From an optimization exercise on the open Yosys and OpenROAD flow, aimed at small area, a short achievable clock period and few clock cycles; shortcuts taken in it are not production practice.
In this exercise RTL edits were held to simulation tests only and were not proved equivalent to the original.
No activity file was given, so power comes from the tool's default toggle rates.

### config.mk
export PLATFORM = sky130hd
export DESIGN_NAME = tcam_ib8
export DESIGN_NICKNAME = tcam_ib8
export VERILOG_FILES = /design/flow/design.v
export SDC_FILE = /design/flow/constraint.sdc
export NUM_CORES = 4
export LEC_CHECK = 0
export ABC_CLOCK_PERIOD_IN_PS = 3000
export CAP_MARGIN = 20
export CORE_MARGIN = 2
export CORE_UTILIZATION = 45
export CTS_CLUSTER_DIAMETER = 100
export CTS_CLUSTER_SIZE = 22
export PLACE_DENSITY = 0.55
export SLEW_MARGIN = 20
### constraint.sdc
create_clock -name core_clock -period 10.0 [get_ports {clk}]
set_input_delay 2.0000 -clock core_clock [delete_from_list [all_inputs] [get_ports {clk}]]
set_output_delay 2.0000 -clock core_clock [all_outputs]
set_load 0.01 [all_outputs]
### design.v
module tcam_ib8 (
    input              clk,
    input              rst,             
    input              req_valid,
    output             req_ready,
    input      [2:0]   req_op,
    input      [2:0]   req_addr,
    input      [143:0] req_data,        
    input      [143:0] req_mask,        
    input      [31:0]  req_ad,          
    output reg         resp_valid,
    output reg         resp_hit,
    output reg [2:0]   resp_index,
    output reg [31:0]  resp_ad,
    output reg [143:0] resp_data,
    output reg [143:0] resp_mask,
    output reg         resp_entry_valid
);
    localparam OP_WRITE      = 3'd0;
    localparam OP_WRITE_KEEP = 3'd1;
    localparam OP_READ       = 3'd2;
    localparam OP_SET_VALID  = 3'd3;
    localparam OP_CLR_VALID  = 3'd4;
    localparam OP_LOOKUP     = 3'd5;
    localparam OP_GMR_WRITE  = 3'd6;
    localparam OP_FLUSH      = 3'd7;
    localparam N = 8;
    reg [143:0] ent_data [0:N-1];
    reg [143:0] ent_mask [0:N-1];
    reg [31:0]  ent_ad   [0:N-1];
    reg [N-1:0] ent_valid;
    reg [143:0] gmr;
    reg         gmr_ones;        
    wire [143:0] gmr_eff = gmr | {144{gmr_ones}};
    assign req_ready = 1'b1;
    wire fire = req_valid && !rst;
    always @(posedge clk) begin
        if (rst) begin
            ent_valid <= {N{1'b0}};
            gmr_ones  <= 1'b1;
        end else if (fire) begin
            case (req_op)
                OP_WRITE:      ent_valid[req_addr] <= 1'b1;
                OP_SET_VALID:  ent_valid[req_addr] <= 1'b1;
                OP_CLR_VALID:  ent_valid[req_addr] <= 1'b0;
                OP_GMR_WRITE:  gmr_ones <= 1'b0;
                OP_FLUSH:      ent_valid <= {N{1'b0}};
                default: ;
            endcase
        end
    end
    always @(posedge clk) begin
        if (fire && req_op == OP_GMR_WRITE)
            gmr <= req_data;
    end
    always @(posedge clk) begin
        if (req_valid && (req_op == OP_WRITE || req_op == OP_WRITE_KEEP)) begin
            ent_data[req_addr] <= req_data;
            ent_mask[req_addr] <= req_mask;
            ent_ad[req_addr]   <= req_ad;
        end
    end
    reg         r_v;
    reg         r_lookup;
    reg [2:0]   r_addr;
    reg [143:0] r_key;
    always @(posedge clk) begin
        if (rst)
            r_v <= 1'b0;
        else
            r_v <= req_valid;
    end
    always @(posedge clk) begin
        r_lookup <= (req_op == OP_LOOKUP);
        r_addr   <= req_addr;
        r_key    <= req_data & gmr_eff;    
    end
    reg [N-1:0] sel;             
    integer s;
    always @* begin
        for (s = 0; s < N; s = s + 1)
            sel[s] = (r_addr == s);
    end
    reg  [N-1:0] match;
    integer i;
    always @* begin
        for (i = 0; i < N; i = i + 1)
            match[i] = ent_valid[i] && (((r_key ^ ent_data[i]) & ~ent_mask[i]) == 144'd0);
    end
    reg [N-1:0] win;
    reg         hit;
    reg [2:0]   hit_index;
    integer j;
    always @* begin
        hit = 1'b0;
        hit_index = 3'd0;
        win = {N{1'b0}};
        for (j = 0; j < N; j = j + 1)
            if (match[j] && !hit) begin
                hit = 1'b1;
                hit_index = j[2:0];
                win[j] = 1'b1;
            end
    end
    wire [N-1:0] ad_sel = r_lookup ? win : sel;
    reg [143:0] rd_data, rd_mask;
    reg [31:0]  rd_ad;
    integer k;
    always @* begin
        rd_data = 144'd0;
        rd_mask = 144'd0;
        rd_ad   = 32'd0;
        for (k = 0; k < N; k = k + 1) begin
            rd_data = rd_data | (ent_data[k] & {144{sel[k]}});
            rd_mask = rd_mask | (ent_mask[k] & {144{sel[k]}});
            rd_ad   = rd_ad   | (ent_ad[k]   & {32{ad_sel[k]}});
        end
    end
    always @(posedge clk) begin
        if (rst)
            resp_valid <= 1'b0;
        else
            resp_valid <= r_v;
    end
    always @(posedge clk) begin
        resp_hit         <= r_lookup & hit;
        resp_index       <= r_lookup ? hit_index : r_addr;
        resp_ad          <= rd_ad;
        resp_data        <= rd_data;
        resp_mask        <= rd_mask;
        resp_entry_valid <= |(ent_valid & sel);
    end
endmodule
### flow/run.sh
#!/bin/bash
# Layout flow: the standard ORFS flow (standard.sh, unchanged synthesis,
# floorplan, power grid, placement, CTS and routing), with
#  - small buffers on the ports instead of the delay cells buffer_ports picks.
# The SDC, clock period and I/O constraints are the standard flow's, unchanged.
set -euo pipefail
cd "$(dirname "$0")/.."
export SETUP_SLACK_MARGIN=6.4
export BUFFER_PORTS_ARGS="-buffer_cell sky130_fd_sc_hd__buf_2"
bash standard.sh finish > standard_flow.log 2>&1
### standard.sh
#!/bin/bash
# synth_recipe.tcl (not shown) runs the flow's synth.tcl, then flattens the netlist and writes it again
# the make line also repeats each setting of config.mk as NAME=value (left out here)
make -C /OpenROAD-flow-scripts/flow DESIGN_CONFIG=/design/flow/config.mk WORK_HOME=/design/flow/orfs CLKGATE_MAP_FILE= SYNTH_SCRIPT=/design/flow/synth_recipe.tcl "${@:-finish}"
==> results of run 1 <==
registers in the layout (all words and copies together) (netlist names), 3 cells and up:
signal and cells:
ent_ad 256, ent_mask 1152, resp_mask 144, resp_data 144, r_addr 3, gmr 144, ent_valid 8, ent_data 1152
r_key 144, resp_ad 32, resp_index 3
cell families (layout without fill, tap and decap cells):
| group | count (synthesis) | in the layout | synth area share |
|---|---|---|---|
| buf+inv | 630 | 1395 | 0.0234 |
| flops | 3188 | 3188 | 0.731 |
| xor+xnor | 1154 | 1154 | 0.0816 |
| compound gates | 2235 | 2235 | 0.131 |
| simple gates | 687 | 690 | 0.0324 |
| other cells | 1 | 95 | 0.0000302 |
| fa+ha+maj | 8 | 8 | 0.000805 |
routing by layer:
metal,vias to the layer above,track usage,wire (um)
met5,-,0,796
met2,9206,0.679,287000
met3,1792,0.214,119000
met1,46800,0.638,248000
li1,32800,-,-
met4,84,0.369,68500
synthesized netlist by cell type, drive strengths merged, types with 2 or more instances:
cell type and instances:
nor2 78, ha 8, dlymetal6s2s 2, and3 37, dfxtp 484, o22ai 568
and2 8, nand4b 2, buf 182, a221oi 34, nand2b 4, a21oi 17
nand3b 5, o21a 175, a41oi 32, o21ai 51, dlygate4sd1 3, a211oi 31
o2111ai 3, o221ai 32, clkbuf 305, nand2 19, nor2b 4, a22oi 1220
nor4 137, edfxtp 2704, a22o 33, nor3 21, a31oi 2, nand3 44
nor3b 2, inv 137, a21o 34, nand4 320, xnor2 1153
worst min path at each step:
stage	start	to	slack [ps]	cells after the start
after global placement	gmr[63]	r_key[63]	420	1
after floorplan	r_v	resp_valid	410	1
final	gmr[83]	r_key[83]	420	1
after global routing	gmr[83]	r_key[83]	450	1
after detailed placement	gmr[60]	r_key[60]	430	1
after CTS	gmr[83]	r_key[83]	430	1
power breakdown:
part	leakage, nW	switching (mW)	internal (mW)
logic	15.1	2.09	0.795
clock network	2.43	4.68	3.40
registers	28.4	0.389	14.7
layout make-up:
cell class / count / area [um^2]
flip-flops and latches: 3188 / 91100
multi-input cells: 4088 / 35900
repair buffers: 946 / 6640
fillers: 22500 / 130000
inverters: 137 / 522
clock inverters: 21 / 315
diodes: 94 / 235
clock buffers: 291 / 4820
well taps: 3686 / 4610
stage by stage:
stage / cells / instance area [um^2] / util / setup TNS [ps]
floorplan: 7903 / 124000 / - / -378940
global placement: 12000 / 132000 / 0.482 / 0
detailed placement: 12000 / 132000 / 0.483 / 0
CTS: 12300 / 141000 / 0.514 / 0
global route: 12400 / 144000 / 0.525 / 0
finish: 12500 / 144000 / 0.526 / 0
repair_timing:
item / in CTS / in global routing
setup buffers: 17 / 27
gates cloned: 10 / 13
gates resized for setup: 450 / 410
pin swaps: 22 / 42
hold buffers: 0 / 0
setup endpoints to repair: 2022 / 603
==> summary.txt, run 1 <==
Run status
  – Status: timing/DRC/antenna clean

Pwr
  – PwrDens: 181 nW/um^2
  – Worst VDD drop: between 0.0001 and 0.00015 V
  – P_leak: 45.9 nW
  – PnR Total Power: roughly 26 mW

Setup path
  – Crit-path max FO: 16
  – RR Startpoint: ent_data[6][57]
  – Worst R2R Setup Slack: 6090 ps
  – Crit-path slowest cell: xnor2_1
  – CP bufs+invs: 2
  – Startpoint Class: register
  – Critical path class: register to register
  – WP depth: 10
  – Worst Reg-to-Reg Cells: 10
  – Crit path cell chain: xnor2_1 > o22ai_1 > nor4_1 > nand4_1 > nand3b_1 > buf_4 > nor2_1 > nand2_8 > clkbuf_16 > o221ai_1
  – Critical R2R Capture: resp_ad[9]
  – Critical Path Max Stage Delay: 990 ps
  – CP arrival: 4770 ps
  – Worst setup path end: resp_ad[9]
  – CP Launch Point: ent_data[6][57]
  – Crit path max-delay family: simple AND/OR/NAND/NOR gates
  – Critical Path Sink Type: register
  – CP required: roughly 11000 ps

STA
  – Setup ws final: 6090 ps
  – Fmax: 0.256 GHz
  – Post-route clock skew: 63.5 ps
  – RSZ-0062 raised after global routing: yes
  – Max-slew headroom: 0.0729
  – Fin crit share: 0.391
  – Worst Tran Pin Value: 1390 ps
  – Endpoints failing hold: 0
  – Final Max Tran Viols: 0
  – Post-layout minimum cycle time: 3910 ps
  – Hold_ws: ~420 ps
  – Final setup fails: 0

Global routing
  – Antenna violations before repair: 191
  – Total gr overflow: 0
  – Largest net degree at the start of global routing: 113
  – First-pass GRT wire length: 892000 um
  – Vias in the first global route: 80200
  – GR Util All Layers: 0.502

Routing
  – # DRC: 0
  – Vias: 90700
  – Post-DRT Antenna Nets: 0
  – WL per Instance: 58.0 um
  – Vias per cell: 7.28
  – DR iter-0 viols: 20500
  – TritonRoute pass-1 iters: 7
  – WL final: between 700000 and 800000 um

Synth
  – Synth Area per Inst: 15.7 um^2
  – Post-synth EDFFs: 2704
  – Post-synth ARST share: 0
  – Cell variety after synth: a little over 60
  – Area of the mapped netlist: 124000 um^2
  – Syn Nets: 8240
  – YS warnings: 1
  – Post-synth top flop: edfxtp_1
  – #FFs+latches synth: 3188
  – Synth area leaders: edfxtp_1 (65%), xnor2_1 (8.1%), dfxtp_1 (7.8%)
  – Post-Syn Instances: around 7900
  – Sequential element share of the synthesized area: 0.731
  – Yosys top cell by area: edfxtp_1
  – Share of the synthesized area in the top cell type: 0.653

Flow run
  – Max-cap viol count: 0

Die
  – Die extent in x: 530 um
  – Ports: 656
  – Core ar.: 274000 um^2
  – Row Count: about 190
  – Die area: 280000 um^2
  – Die height: 530 um
  – Starting Density: 0.453

Place
  – Place WS: 4310 ps
  – Placer Congestion: roughly 1.2
  – Hpwl dp: 536000 um
  – Port Buf Inserts: 654

Final layout
  – P&R area growth vs syn: 15.9%
  – Commonest non-fill, non-tap cell in the layout: edfxtp_1
  – Share of layout cells above drive strength 1: 0.216
  – Nets@finish: just under 9000
  – Commonest non-fill, non-tap cells in the layout: edfxtp_1 (2704), a22oi_1 (1219), xnor2_1 (814), buf_2 (654), o22ai_1 (472)

Clock network
  – Htree depth: 4
  – Sink Count: ~3200
  – Num CTS Buffers: 173
  – Clk slew on worst S/H paths: around 100 ps
  – Root buffer cell: clkbuf_16
  – Clock Path Buffers: 4
  – CTS tree: built
  – Clock latency at the later pin of the worst-skew pair: 990 ps

Worst hold path
  – Type of the worst min-delay path: register to register
Testbench counts, summed over its fixed seeds: cycles 16,016.
==> inputs of run 2 (changes only) <==
--- a/config.mk
+++ b/config.mk
@@ -8,8 +8,8 @@
 export ABC_CLOCK_PERIOD_IN_PS = 3000
 export CAP_MARGIN = 20
 export CORE_MARGIN = 2
-export CORE_UTILIZATION = 45
+export CORE_UTILIZATION = 40
 export CTS_CLUSTER_DIAMETER = 100
 export CTS_CLUSTER_SIZE = 22
-export PLACE_DENSITY = 0.55
+export PLACE_DENSITY = 0.5
 export SLEW_MARGIN = 20
==> run 2 against run 1 <==
Net effect:
- cell area decreased by 0.38%
- register-to-register slack got worse by 40 ps
- sequential power about the same
- clock power decreased by 2%
- critical path depth increased by 2
==> summary.txt, run 2 <==
Place
  – Port Buf Inserts: between 600 and 700
  – Placer Congestion: 1.15
  – Placed cells: around 12000
  – Place WS: 4450 ps
  – Placed cell areas: 133000 um^2
  – Hpwl dp: 553000 um

Synth
  – Synth top cells by count: edfxtp_1 (2704), a22oi_1 (1220), xnor2_1 (1149), o22ai_1 (568), dfxtp_1 (484)
  – #FFs+latches synth: around 3200
  – Post-synth EDFFs: 2704
  – Share of the synthesized area in the top cell type: 0.653
  – YS warnings: 1
  – Cell variety after synth: 61
  – Sequential element share of the synthesized area: 0.731
  – Post-synth top flop: edfxtp_1
  – Most numerous cell in the Yosys netlist: edfxtp_1
  – Area of the mapped netlist: 124000 um^2
  – Synth Area per Inst: approximately 16 um^2
  – Syn Nets: a little over 8000
  – Post-Syn Instances: 7903
  – Post-synth ARST share: 0
  – Synth area leaders: edfxtp_1 (65%), xnor2_1 (8.1%), dfxtp_1 (7.8%)
  – Yosys top cell by area: edfxtp_1

Final layout
  – Non-filler cells, final: approximately 13000
  – Commonest non-fill, non-tap cell in the layout: edfxtp_1
  – Nets@finish: 8839
  – Share of layout cells above drive strength 1: 0.211
  – Final core area utilization: 0.464
  – P&R area growth vs syn: 15.5%
  – Commonest non-fill, non-tap cells in the layout: edfxtp_1 (2704), a22oi_1 (1220), xnor2_1 (818), buf_2 (654), o22ai_1 (476)
  – Final instance area: approximately 140000 um^2
  – Registers with the most flip-flops: ent_data x1152, ent_mask x1152, ent_ad x256

Die
  – Die height: 561 um
  – Die extent in x: between 500 and 600 um
  – Ports: 656
  – Die area: approximately 320000 um^2
  – Row Count: 204
  – Starting Density: 0.402
  – Core ar.: 309000 um^2

Routing
  – Post-DRT Antenna Nets: 0
  – WL per Instance: between 50 and 60 um
  – DR iter-0 viols: 18600
  – TritonRoute pass-1 iters: 6
  – Vias per cell: around 6.9
  – WL final: 743000 um
  – # DRC: 0
  – Vias: 89100

Clock network
  – Htree depth: 4
  – Num CTS Buffers: 170
  – Clock Path Buffers: 4
  – CTS tree: built
  – Clock latency at the later pin of the worst-skew pair: 970 ps
  – Sink Count: 3188
  – Clk slew on worst S/H paths: ~100 ps
  – Root buffer cell: clkbuf_16
  – Hold Buf Count CTS: 0

STA
  – Post-layout minimum cycle time: slightly below 4000 ps
  – Final Max Tran Viols: 0
  – Fmax: 0.253 GHz
  – RSZ-0062 raised after global routing: yes
  – Final setup fails: 0
  – Post-route clock skew: about 53 ps
  – Setup ws final: around 6000 ps
  – Worst Tran Pin Value: around 1300 ps
  – Endpoints failing hold: 0
  – Hold_ws: about 440 ps
  – Fin crit share: 0.396
  – Max-slew headroom: 0.107
  – Setup total negative slack: 0 ps

Worst hold path
  – Hold_sp: gmr[32]
  – Type of the worst min-delay path: register to register

Setup path
  – Startpoint Class: register
  – Crit-path max FO: 32
  – CP required: 10800 ps
  – Critical path class: register to register
  – RR Startpoint: r_key[0]
  – Critical Path Sink Type: register
  – CP Launch Point: r_key[0]
  – CP arrival: 4760 ps
  – Worst R2R Setup Slack: 6040 ps

Pwr
  – PnR Total Power: 25.9 mW
  – Cell Int Power: ~19 mW
  – P_sw: roughly 7.1 mW
  – Worst VDD drop: approximately 0.00012 V
  – P_leak: approximately 46 nW
  – Logic pwr share: 0.111
  – Switching share of total power: 0.273
  – Clock share of power: 0.307
  – PwrDens: 180 nW/um^2
  – Reg power frac: 0.582

Global routing
  – GR Util All Layers: 0.459
  – First-pass GRT wire length: 919000 um
  – Antenna violations before repair: approximately 210
  – Vias in the first global route: roughly 80000
  – Largest net degree at the start of global routing: around 110
  – Total gr overflow: 0

Run status
  – Status: timing/DRC/antenna clean

Flow run
  – Max-cap viol count: 0
## run 2: worst paths after layout
| path | end | cells past startpoint |
|---|---|---|
| max | resp_ad[18] | 12 |
| min | r_key[32] | 1 |
| max reg2reg | resp_ad[18] | 12 |
| min reg2reg | r_key[32] | 1 |
## run 2: kinds of logic after synthesis
family,after synthesis,synth area share
xor gates and xnor gates,1154,0.0816
buffers and inverters,630,0.0234
AOI/OAI and AO/OA,2235,0.131
DFF,3188,0.731
and+or+nand+nor,687,0.0324
adders and majority gates,8,0.000805
other,1,0.0000302
## run 2: timing repair
| action | CTS | global route |
|---|---|---|
| endpoints found under the setup margin | 1696 | 367 |
| pin swaps | 20 | 48 |
| resized for setup | 584 | 169 |
| cloned | 7 | 4 |
| setup buffers | 20 | 8 |
## run 2: final cells by class
cell class / count / area [um^2]
antenna: 106 / 265
inverter: 137 / 518
multi-input combinational: 4087 / 35300
timing repair buffer: 918 / 6230
clock buffer: 285 / 4750
clock inverter: 19 / 230
sequential: 3188 / 91100
fill: 27000 / 166000
tap: 4120 / 5150
## run 2: worst max-delay path: stages (launching register included)
cell      delay [ps]
dfxtp_2          410
xnor2_1          660
o22ai_1          210
nor4_2           540
nand4_1          360
nor3_4           300
buf_12           170
a221oi_4         120
and3_1           220
buf_8            210
a21o_1           240
a211oi_2         180
o221ai_1         130
## run 2: power by group through the flow
stage,Sequential (mW),Combinational (mW),Clock [mW]
2_1_floorplan,15.2,0.937,0
3_3_place_gp,15.3,2.58,0
3_5_place_dp,15.3,2.58,0
4_1_cts,15.1,2.69,7.91
5_1_grt,15.1,2.79,8.34
6_report,15.1,2.87,7.94
## run 2: metal layers
layer / track usage / vias up / wire length [um]
met5: 0 / - / 505
li1: - / 32800 / -
met1: 0.600 / 46900 / 274000
met2: 0.635 / 7941 / 303000
met3: 0.170 / 1372 / 105000
met4: 0.310 / 80 / 61700

-- separate check: timing with driven ports --
How much do the figures lean on ideal ports? The routed layouts below were timed once more, with nothing changed but the port constraints. Step 1 sets driving cells, clkbuf_16 on the clock port and buf_2 on the other inputs (assumed; they add their load-dependent delay and slew). Step 2 times the ports against the registers' clock, not the clock port: input delays grow and output delays shrink by t, the midpoint of the rising clock arrivals with the driver on. Three values: no drivers, after step 1, after step 2; two values: the first two.
| run | t, ns | setup slack, ns | worst slew at a driven data input, ns | cell pins on the clock port's net |
|---|---|---|---|---|
| run 1 | 1.087 | 6.087 / 6.087 / 5.210 | 0.25 | 1 |
| run 2 | 1.059 | 6.042 / 6.042 / 5.335 | 0.44 | 1 |
After both steps setup and hold are still met in every run listed. For run 1, which loses most, drivers alone change the setup slack by 0.000 ns; drivers and shift together by -0.877 ns.
